Context: an optimization exercise on an open-source flow, tuned for small area. The choices shown serve that exercise and are no tape-out recipe.
In this exercise RTL edits were held to simulation tests only and were not proved equivalent to the original.
No activity file was given, so power comes from the tool's default toggle rates.

## gnp_bitio
module gnp_bitio (
    input  wire        clk,
    input  wire        rst,           
    input  wire        cmd_valid,
    output reg         cmd_ready,
    input  wire [31:0] cmd_data,
    output reg         rsp_valid,
    input  wire        rsp_ready,
    output reg  [31:0] rsp_data,
    output reg         rsp_last,
    output reg         mem_req,
    output reg         mem_we,
    output reg  [11:0] mem_addr,
    output reg  [31:0] mem_wdata,
    input  wire        mem_gnt,
    input  wire        mem_rvalid,
    input  wire [31:0] mem_rdata
);
    localparam [3:0] ST_OK = 4'd0, ST_INVCAP = 4'd1, ST_CAPEXC = 4'd2,
                     ST_OVF = 4'd3, ST_PADNZ = 4'd4, ST_MISAL = 4'd5,
                     ST_BITSR = 4'd6, ST_RANGE = 4'd7, ST_BUFB = 4'd8,
                     ST_NOTB = 4'd9, ST_FAULTED = 4'd10, ST_ILLEGAL = 4'd11,
                     ST_DESYNC = 4'd12;
    localparam [3:0] C_POP = 4'd0, C_BREQ = 4'd1, C_WNEW = 4'd2, C_WBITS = 4'd3,
                     C_WFLUSH = 4'd4, C_WALIGN = 4'd5, C_WBYTES = 4'd6, C_WINT = 4'd7,
                     C_RNEW = 4'd8, C_RBITS = 4'd9, C_RALIGN = 4'd10, C_RBYTES = 4'd11,
                     C_RINT = 4'd12, C_ILL = 4'd13;
  ...
Settings: LEC_CHECK=0, ABC_AREA=1, CAP_MARGIN=20, CORE_MARGIN=2, CORE_UTILIZATION=60, GPL_TIMING_DRIVEN=0, SETUP_SLACK_MARGIN=0.5, SLEW_MARGIN=20; clock period 18.0 ns.
standard.sh (not shown) runs the stock make flow with config.mk's settings and CLKGATE_MAP_FILE= SYNTH_SCRIPT=/design/flow/synth_recipe.tcl, a recipe that flattens the netlist after the stock synthesis.
==> flow/flow/run.sh <==
#!/bin/bash
# Standard ORFS layout (the standard.sh, standard synthesis unchanged) with
# these changes: synthesis buffers are removed at floorplan, port buffers use
# the smallest buffer cell, and CTS uses smaller clock buffers with larger
# sink clusters and no dummy loads. The make output goes to a log file in the
# work folder; ORFS keeps each step's log in orfs/logs.
set -euo pipefail
export REMOVE_ABC_BUFFERS=1
export BUFFER_PORTS_ARGS="-buffer_cell sky130_fd_sc_hd__buf_1"
export CTS_ARGS="-sink_clustering_enable -repair_clock_nets -dont_use_dummy_load -buf_list sky130_fd_sc_hd__clkbuf_8 -sink_clustering_size 20 -sink_clustering_max_diameter 60"
bash standard.sh finish > standard_flow.log 2>&1
==> next run, changes <==
==> flow/run.sh (new file) <==
#!/bin/bash
# synth_recipe.tcl (not shown) runs the flow's synth.tcl, then flattens the netlist and writes it again
# the make line also repeats each setting of config.mk as NAME=value (left out here)
make -C /OpenROAD-flow-scripts/flow DESIGN_CONFIG=/design/flow/config.mk WORK_HOME=/design/flow/orfs CLKGATE_MAP_FILE= SYNTH_SCRIPT=/design/flow/synth_recipe.tcl finish
ABC_AREA = not set   (was 1)
CORE_UTILIZATION = 30   (was 60)
GPL_TIMING_DRIVEN = not set   (was 0)
removed: flow/flow/run.sh
removed: flow/standard.sh
Core utilization fell by 29 points. First-iteration DRC count fell by 31%. Synthesized cell count fell by 18%. Total power rose by 8.9%. Via count fell by 6.7%. Combinational power fell by 15%. Design area rose by 13%. Routed wire length rose by 12%.

* * *

Another version of the RTL of gnp_bitio (not shown whole).
For scale: ~150 I/O pins, roughly 12000 µm² of cells after synthesis.
==> flow/design.v (excerpt) <==
module gnp_bitio (
    input  wire        clk,
    input  wire        rst,           
    input  wire        cmd_valid,
    output reg         cmd_ready,
    input  wire [31:0] cmd_data,
    output reg         rsp_valid,
    input  wire        rsp_ready,
    output reg  [31:0] rsp_data,
    output reg         rsp_last,
    output reg         mem_req,
    output reg         mem_we,
    output reg  [11:0] mem_addr,
    output reg  [31:0] mem_wdata,
    input  wire        mem_gnt,
    input  wire        mem_rvalid,
    input  wire [31:0] mem_rdata
);
Settings: LEC_CHECK=0, ABC_AREA=1, CAP_MARGIN=20, CORE_MARGIN=2, CORE_UTILIZATION=30, GPL_TIMING_DRIVEN=0, SETUP_SLACK_MARGIN=0.5, SLEW_MARGIN=20; clock period 18.0 ns.
==> flow/flow/run.sh <==
#!/bin/bash
# Standard ORFS layout (the standard.sh, standard synthesis unchanged) with
# these changes: synthesis buffers are removed at floorplan, port buffers use
# the smallest buffer cell, and CTS uses smaller clock buffers with larger
# sink clusters and no dummy loads. The make output goes to a log file in the
# work folder; ORFS keeps each step's log in orfs/logs.
set -euo pipefail
export REMOVE_ABC_BUFFERS=1
export BUFFER_PORTS_ARGS="-buffer_cell sky130_fd_sc_hd__buf_1"
export CTS_ARGS="-sink_clustering_enable -repair_clock_nets -dont_use_dummy_load -buf_list sky130_fd_sc_hd__clkbuf_8 -sink_clustering_size 14 -sink_clustering_max_diameter 80"
bash standard.sh finish > standard_flow.log 2>&1
The starting point finished with timing, DRC and antenna clean.
Then changed:
--- a/flow/flow/run.sh
+++ b/flow/flow/run.sh
@@ -10 +10 @@
-export CTS_ARGS="-sink_clustering_enable -repair_clock_nets -dont_use_dummy_load -buf_list sky130_fd_sc_hd__clkbuf_8 -sink_clustering_size 14 -sink_clustering_max_diameter 80"
+export CTS_ARGS="-sink_clustering_enable -repair_clock_nets -dont_use_dummy_load -buf_list sky130_fd_sc_hd__clkbuf_8 -sink_clustering_size 16 -sink_clustering_max_diameter 60"
- CORE_UTILIZATION: 30 -> 60
Effect:
- The changed run ran to the end with no violations
- count of clock-buffer cells in the layout shrinks by 1
- power shrinks by 2.3%
- utilization grows by 32 points

* * *

Another version of the RTL of gnp_bitio (not shown whole).
Size in the first run: ~1400 cells after synthesis, about 250 flip-flops, about 0.012 sq mm of cells after synthesis.
// gnp_bitio
module gnp_bitio (
    input  wire        clk,
    input  wire        rst,           
    input  wire        cmd_valid,
    output reg         cmd_ready,
    input  wire [31:0] cmd_data,
    output reg         rsp_valid,
    input  wire        rsp_ready,
    output reg  [31:0] rsp_data,
    output reg         rsp_last,
    output reg         mem_req,
    output reg         mem_we,
    output reg  [11:0] mem_addr,
    output reg  [31:0] mem_wdata,
    input  wire        mem_gnt,
    input  wire        mem_rvalid,
    input  wire [31:0] mem_rdata
);
export LEC_CHECK = 0
export ABC_AREA = 1
export CAP_MARGIN = 20
export CORE_MARGIN = 2
export CORE_UTILIZATION = 60
export GPL_TIMING_DRIVEN = 0
export SETUP_SLACK_MARGIN = 0.5
export SLEW_MARGIN = 20
create_clock -name core_clock -period 18.0 [get_ports {clk}]
==> flow/flow/run.sh <==
#!/bin/bash
# Standard ORFS layout (the standard.sh, standard synthesis unchanged) with
# these changes: synthesis buffers are removed at floorplan, port buffers use
# the smallest buffer cell, and CTS uses smaller clock buffers with larger
# sink clusters and no dummy loads. The make output goes to a log file in the
# work folder; ORFS keeps each step's log in orfs/logs.
set -euo pipefail
export REMOVE_ABC_BUFFERS=1
export BUFFER_PORTS_ARGS="-buffer_cell sky130_fd_sc_hd__buf_1"
export CTS_ARGS="-sink_clustering_enable -repair_clock_nets -dont_use_dummy_load -buf_list sky130_fd_sc_hd__clkbuf_16 -sink_clustering_size 30 -sink_clustering_max_diameter 60"
bash standard.sh finish > standard_flow.log 2>&1
The starting point finished with timing, DRC and antenna clean.
==> next run, changes <==
--- a/flow/flow/run.sh
+++ b/flow/flow/run.sh
@@ -9,3 +9,3 @@
 export BUFFER_PORTS_ARGS="-buffer_cell sky130_fd_sc_hd__buf_1"
-export CTS_ARGS="-sink_clustering_enable -repair_clock_nets -dont_use_dummy_load -buf_list sky130_fd_sc_hd__clkbuf_16 -sink_clustering_size 30 -sink_clustering_max_diameter 60"
+export CTS_ARGS="-sink_clustering_enable -repair_clock_nets -dont_use_dummy_load -buf_list sky130_fd_sc_hd__clkbuf_8 -sink_clustering_size 16 -sink_clustering_max_diameter 60"
 bash standard.sh finish > standard_flow.log 2>&1
The new run produced a clean layout.
Global-route usage drops by 0.67 points.
Clock power drops by 18%.
Total power goes down by 4.2%.

* * *

RTL: one of the versions met above, not the one the previous note started from.
Size in the first run: roughly 1,400 cells after synthesis, roughly 150 I/O pins, about 12,000 sq um of cells after synthesis.
clock: 18.0 ns
lec_check: 0
abc_area: 1
cap_margin: 20
core_margin: 2
core_utilization: 30
cts_buf_list: sky130_fd_sc_hd__clkbuf_4
setup_slack_margin: 0.5
slew_margin: 20
run.sh (not shown) runs the stock make flow with config.mk's settings and CLKGATE_MAP_FILE= SYNTH_SCRIPT=/design/flow/synth_recipe.tcl, a recipe that flattens the netlist after the stock synthesis.
Stock flow here: none of the scripts above is used.
Rerun with:
==> flow/flow/run.sh (new file) <==
#!/bin/bash
# Standard ORFS layout (the standard.sh, standard synthesis unchanged) with
# these changes: port buffers use the smallest buffer cell, and CTS uses
# smaller clock buffers with larger sink clusters and no dummy loads. The make
# output goes to a log file in the work folder; ORFS keeps each step's log in
# orfs/logs.
set -euo pipefail
export BUFFER_PORTS_ARGS="-buffer_cell sky130_fd_sc_hd__buf_1"
export CTS_ARGS="-sink_clustering_enable -repair_clock_nets -dont_use_dummy_load -buf_list sky130_fd_sc_hd__clkbuf_8 -sink_clustering_size 10 -sink_clustering_max_diameter 60"
bash standard.sh finish > standard_flow.log 2>&1
==> flow/standard.sh (new file) <==
#!/bin/bash
# synth_recipe.tcl (not shown) runs the flow's synth.tcl, then flattens the netlist and writes it again
# the make line also repeats each setting of config.mk as NAME=value (left out here)
make -C /OpenROAD-flow-scripts/flow DESIGN_CONFIG=/design/flow/config.mk WORK_HOME=/design/flow/orfs CLKGATE_MAP_FILE= SYNTH_SCRIPT=/design/flow/synth_recipe.tcl "${@:-finish}"
- CTS_BUF_LIST: sky130_fd_sc_hd__clkbuf_4 -> unset
removed: flow/run.sh
Fmax is higher by a little under a tenth.
Total power shrinks by roughly a tenth.
Utilization came out lower by 3.5 points.
Combinational power decreases by a few percent.
Clock power fell by a quarter to a third.
Final area falls by roughly a tenth.
Die area does not change.
Wire length grows slightly.
Area after synthesis stays the same.
Rerun with:
==> flow/flow/run.sh (replaced) <==
#!/bin/bash
# Standard ORFS layout (the standard.sh, standard synthesis unchanged) with
# these changes: synthesis buffers are removed at floorplan, port buffers use
# the smallest buffer cell, and CTS inserts no dummy loads. The make output
# goes to a log file in the work folder; ORFS keeps each step's log in orfs/logs.
set -euo pipefail
export REMOVE_ABC_BUFFERS=1
export BUFFER_PORTS_ARGS="-buffer_cell sky130_fd_sc_hd__buf_1"
export CTS_ARGS="-sink_clustering_enable -repair_clock_nets -dont_use_dummy_load"
bash standard.sh finish > standard_flow.log 2>&1
- CTS_BUF_LIST: unset -> sky130_fd_sc_hd__clkbuf_4
- GPL_TIMING_DRIVEN: unset -> 0
What happened: Clock-buffer cell count shrinks by 6. Cell area grows by about 1.4%. Utilization grows by 0.50 points. Synthesized cell count stays the same. Non-clock buffer count shrinks by 5. Sequential cell count stays the same. Wire length grows by about 0.34%. Via count stays flat. First-iteration DRC count grows by about 4%. Total power grows by about 7%. Hold slack hardly moves.
Rerun with:
==> flow/flow/run.sh (replaced) <==
#!/bin/bash
# Standard ORFS layout (the standard.sh, standard synthesis unchanged) with
# these changes: port buffers use the smallest buffer cell, and CTS uses
# smaller clock buffers with larger sink clusters and no dummy loads. The make
# output goes to a log file in the work folder; ORFS keeps each step's log in
# orfs/logs.
set -euo pipefail
export BUFFER_PORTS_ARGS="-buffer_cell sky130_fd_sc_hd__buf_1"
export CTS_ARGS="-sink_clustering_enable -repair_clock_nets -dont_use_dummy_load -buf_list sky130_fd_sc_hd__clkbuf_8 -sink_clustering_size 16 -sink_clustering_max_diameter 100"
bash standard.sh finish > standard_flow.log 2>&1
- CTS_BUF_LIST: sky130_fd_sc_hd__clkbuf_4 -> unset
- GPL_TIMING_DRIVEN: 0 -> unset
What happened:
- power drops by 12%
- maximum frequency climbs by 0.67%
- synthesized area stays the same

* * *

RTL: one of the versions met above, not the one the previous note started from.
Size in the first run: ~250 flip-flops, about 150 I/O pins.
export LEC_CHECK = 0
export ABC_AREA = 1
export CAP_MARGIN = 20
export CORE_MARGIN = 2
export CORE_UTILIZATION = 60
export GPL_TIMING_DRIVEN = 0
export SETUP_SLACK_MARGIN = 0.5
export SLEW_MARGIN = 20
create_clock -name core_clock -period 18.0 [get_ports {clk}]
standard.sh (not shown) runs the stock make flow with config.mk's settings and CLKGATE_MAP_FILE= SYNTH_SCRIPT=/design/flow/synth_recipe.tcl, a recipe that flattens the netlist after the stock synthesis.
==> flow/flow/run.sh <==
#!/bin/bash
# Standard ORFS layout (the standard.sh, standard synthesis unchanged) with
# these changes: synthesis buffers are removed at floorplan, port buffers use
# the smallest buffer cell, and CTS uses smaller clock buffers with larger
# sink clusters and no dummy loads. The make output goes to a log file in the
# work folder; ORFS keeps each step's log in orfs/logs.
set -euo pipefail
export REMOVE_ABC_BUFFERS=1
export BUFFER_PORTS_ARGS="-buffer_cell sky130_fd_sc_hd__buf_1"
export CTS_ARGS="-sink_clustering_enable -repair_clock_nets -dont_use_dummy_load -buf_list sky130_fd_sc_hd__clkbuf_8 -sink_clustering_size 20 -sink_clustering_max_diameter 60"
bash standard.sh finish > standard_flow.log 2>&1
The baseline produced a clean layout.
Edit:
--- a/flow/flow/run.sh
+++ b/flow/flow/run.sh
@@ -10 +10 @@
-export CTS_ARGS="-sink_clustering_enable -repair_clock_nets -dont_use_dummy_load -buf_list sky130_fd_sc_hd__clkbuf_8 -sink_clustering_size 20 -sink_clustering_max_diameter 60"
+export CTS_ARGS="-sink_clustering_enable -repair_clock_nets -dont_use_dummy_load -buf_list sky130_fd_sc_hd__clkbuf_8 -sink_clustering_size 14 -sink_clustering_max_diameter 80"
Settings changed: CORE_UTILIZATION 60 to 30.
Outcome: The new run completed with no timing, DRC or antenna violations. Sequential cell count does not change. Die area rose by 97%. Clock skew fell by 0.024 ns. Hold slack improves by 0.017 ns. Final area rose by about 3%. Maximum frequency fell by 1.7%. First-iteration DRC count fell by 10%. Setup slack degrades by 0.16 ns. Clock-buffer cell count rose by 5. Utilization fell by 33 points.

* * *

gnp_bitio with an RTL version that a note above also has.
Size in the first run: about 1400 cells after synthesis, about 250 flip-flops, about 150 I/O pins, ~12000 um2 of cells after synthesis.
==> flow/config.mk <==
export PLATFORM = sky130hd
export DESIGN_NAME = gnp_bitio
export DESIGN_NICKNAME = gnp_bitio
export VERILOG_FILES = /design/flow/design.v
export SDC_FILE = /design/flow/constraint.sdc
export NUM_CORES = 4
export LEC_CHECK = 0
export ABC_AREA = 1
export CAP_MARGIN = 20
export CORE_MARGIN = 2
export CORE_UTILIZATION = 30
export CTS_BUF_LIST = sky130_fd_sc_hd__clkbuf_4
export SETUP_SLACK_MARGIN = 0.5
export SLEW_MARGIN = 20
==> flow/constraint.sdc <==
create_clock -name core_clock -period 18.0 [get_ports {clk}]
set_input_delay 3.6000 -clock core_clock [delete_from_list [all_inputs] [get_ports {clk}]]
set_output_delay 3.6000 -clock core_clock [all_outputs]
set_load 0.01 [all_outputs]
==> flow/flow/run.sh <==
#!/bin/bash
# Standard ORFS layout (the standard.sh, standard synthesis unchanged) with
# two changes: port buffers use the smallest buffer cell, and CTS inserts no
# dummy loads. Each tool's output goes to a log file in the work folder.
set -euo pipefail
export BUFFER_PORTS_ARGS="-buffer_cell sky130_fd_sc_hd__buf_1"
export CTS_ARGS="-sink_clustering_enable -repair_clock_nets -dont_use_dummy_load"
bash standard.sh finish > standard_flow.log 2>&1
Edit:
==> flow/flow/run.sh (replaced) <==
#!/bin/bash
# Standard ORFS layout (the standard.sh, standard synthesis unchanged) with
# these changes: port buffers use the smallest buffer cell, and CTS uses
# smaller clock buffers with larger sink clusters and no dummy loads. The make
# output goes to a log file in the work folder; ORFS keeps each step's log in
# orfs/logs.
set -euo pipefail
export BUFFER_PORTS_ARGS="-buffer_cell sky130_fd_sc_hd__buf_1"
export CTS_ARGS="-sink_clustering_enable -repair_clock_nets -dont_use_dummy_load -buf_list sky130_fd_sc_hd__clkbuf_16 -sink_clustering_size 20 -sink_clustering_max_diameter 100"
bash standard.sh finish > standard_flow.log 2>&1
CTS_BUF_LIST = unset   (was sky130_fd_sc_hd__clkbuf_4)
The new run produced a clean layout.
Core utilization decreases by 0.71 points.
Flip-flop and latch count stays the same.
Final cell count drops by 0.52%.
Count of clock-buffer cells in the layout goes down by 11.
Wire length drops by 0.88%.
Maximum frequency fell by 0.42%.
Clock skew hardly moves.
Power shrinks by 8.5%.
Die area stays the same.
Setup slack degrades by 0.040 ns.
Hold slack improves by 0.0052 ns.

==> what the ideal ports hide <==
The flow's constraints put no driver on any port. The routed layouts listed below were extracted and timed again, unchanged, in two steps.
Step 1: set_driving_cell puts a clkbuf_16 on clk and a buf_2 on each other input, an assumption about the parent block.
Step 2 moves the port delays by t, midway between the first and last clock arrival at a register: inputs arrive t later, outputs are due t later. That takes back most of the time a late clock gives input paths.
Slacks: ideal ports / drivers / drivers and shift; pairs: ideal ports / drivers.
run	t (ns)	setup WS [ns]	hold WS [ns]	worst register clock-pin slew, ns
the first run of note 1	0.579	8.195 / 8.164 / 8.164	0.405 / 0.405 / 0.405	0.12 / 0.12
the second run of note 1	0.609	7.074 / 7.053 / 7.053	0.424 / 0.424 / 0.424	0.06 / 0.06
the first run of note 2	0.584	8.287 / 8.243 / 8.243	0.325 / 0.325 / 0.325	0.11 / 0.11
the second run of note 2	0.566	8.372 / 8.352 / 8.352	0.325 / 0.325 / 0.325	0.10 / 0.10
the first run of note 3	0.529	8.708 / 8.684 / 8.684	0.288 / 0.288 / 0.288	0.10 / 0.10
the second run of note 3	0.569	8.707 / 8.686 / 8.686	0.322 / 0.322 / 0.322	0.10 / 0.10
the first run of note 4	0.709	7.668 / 7.644 / 7.644	0.305 / 0.305 / 0.305	0.07 / 0.07
the second run of note 4	0.612	8.377 / 8.350 / 8.350	0.318 / 0.318 / 0.318	0.08 / 0.08
the third run of note 4	0.563	8.294 / 8.250 / 8.250	0.319 / 0.319 / 0.319	0.06 / 0.06
the fourth run of note 4	0.567	8.358 / 8.331 / 8.331	0.320 / 0.320 / 0.320	0.12 / 0.12
the first run of note 5	0.553	8.716 / 8.692 / 8.692	0.299 / 0.299 / 0.299	0.11 / 0.11
the second run of note 5	0.603	8.557 / 8.519 / 8.519	0.316 / 0.316 / 0.316	0.10 / 0.10
the first run of note 6	0.565	8.389 / 8.362 / 8.362	0.315 / 0.315 / 0.315	0.06 / 0.06
the second run of note 6	0.526	8.349 / 8.322 / 8.322	0.320 / 0.320 / 0.320	0.09 / 0.09
After both steps setup and hold are still met in every run listed.
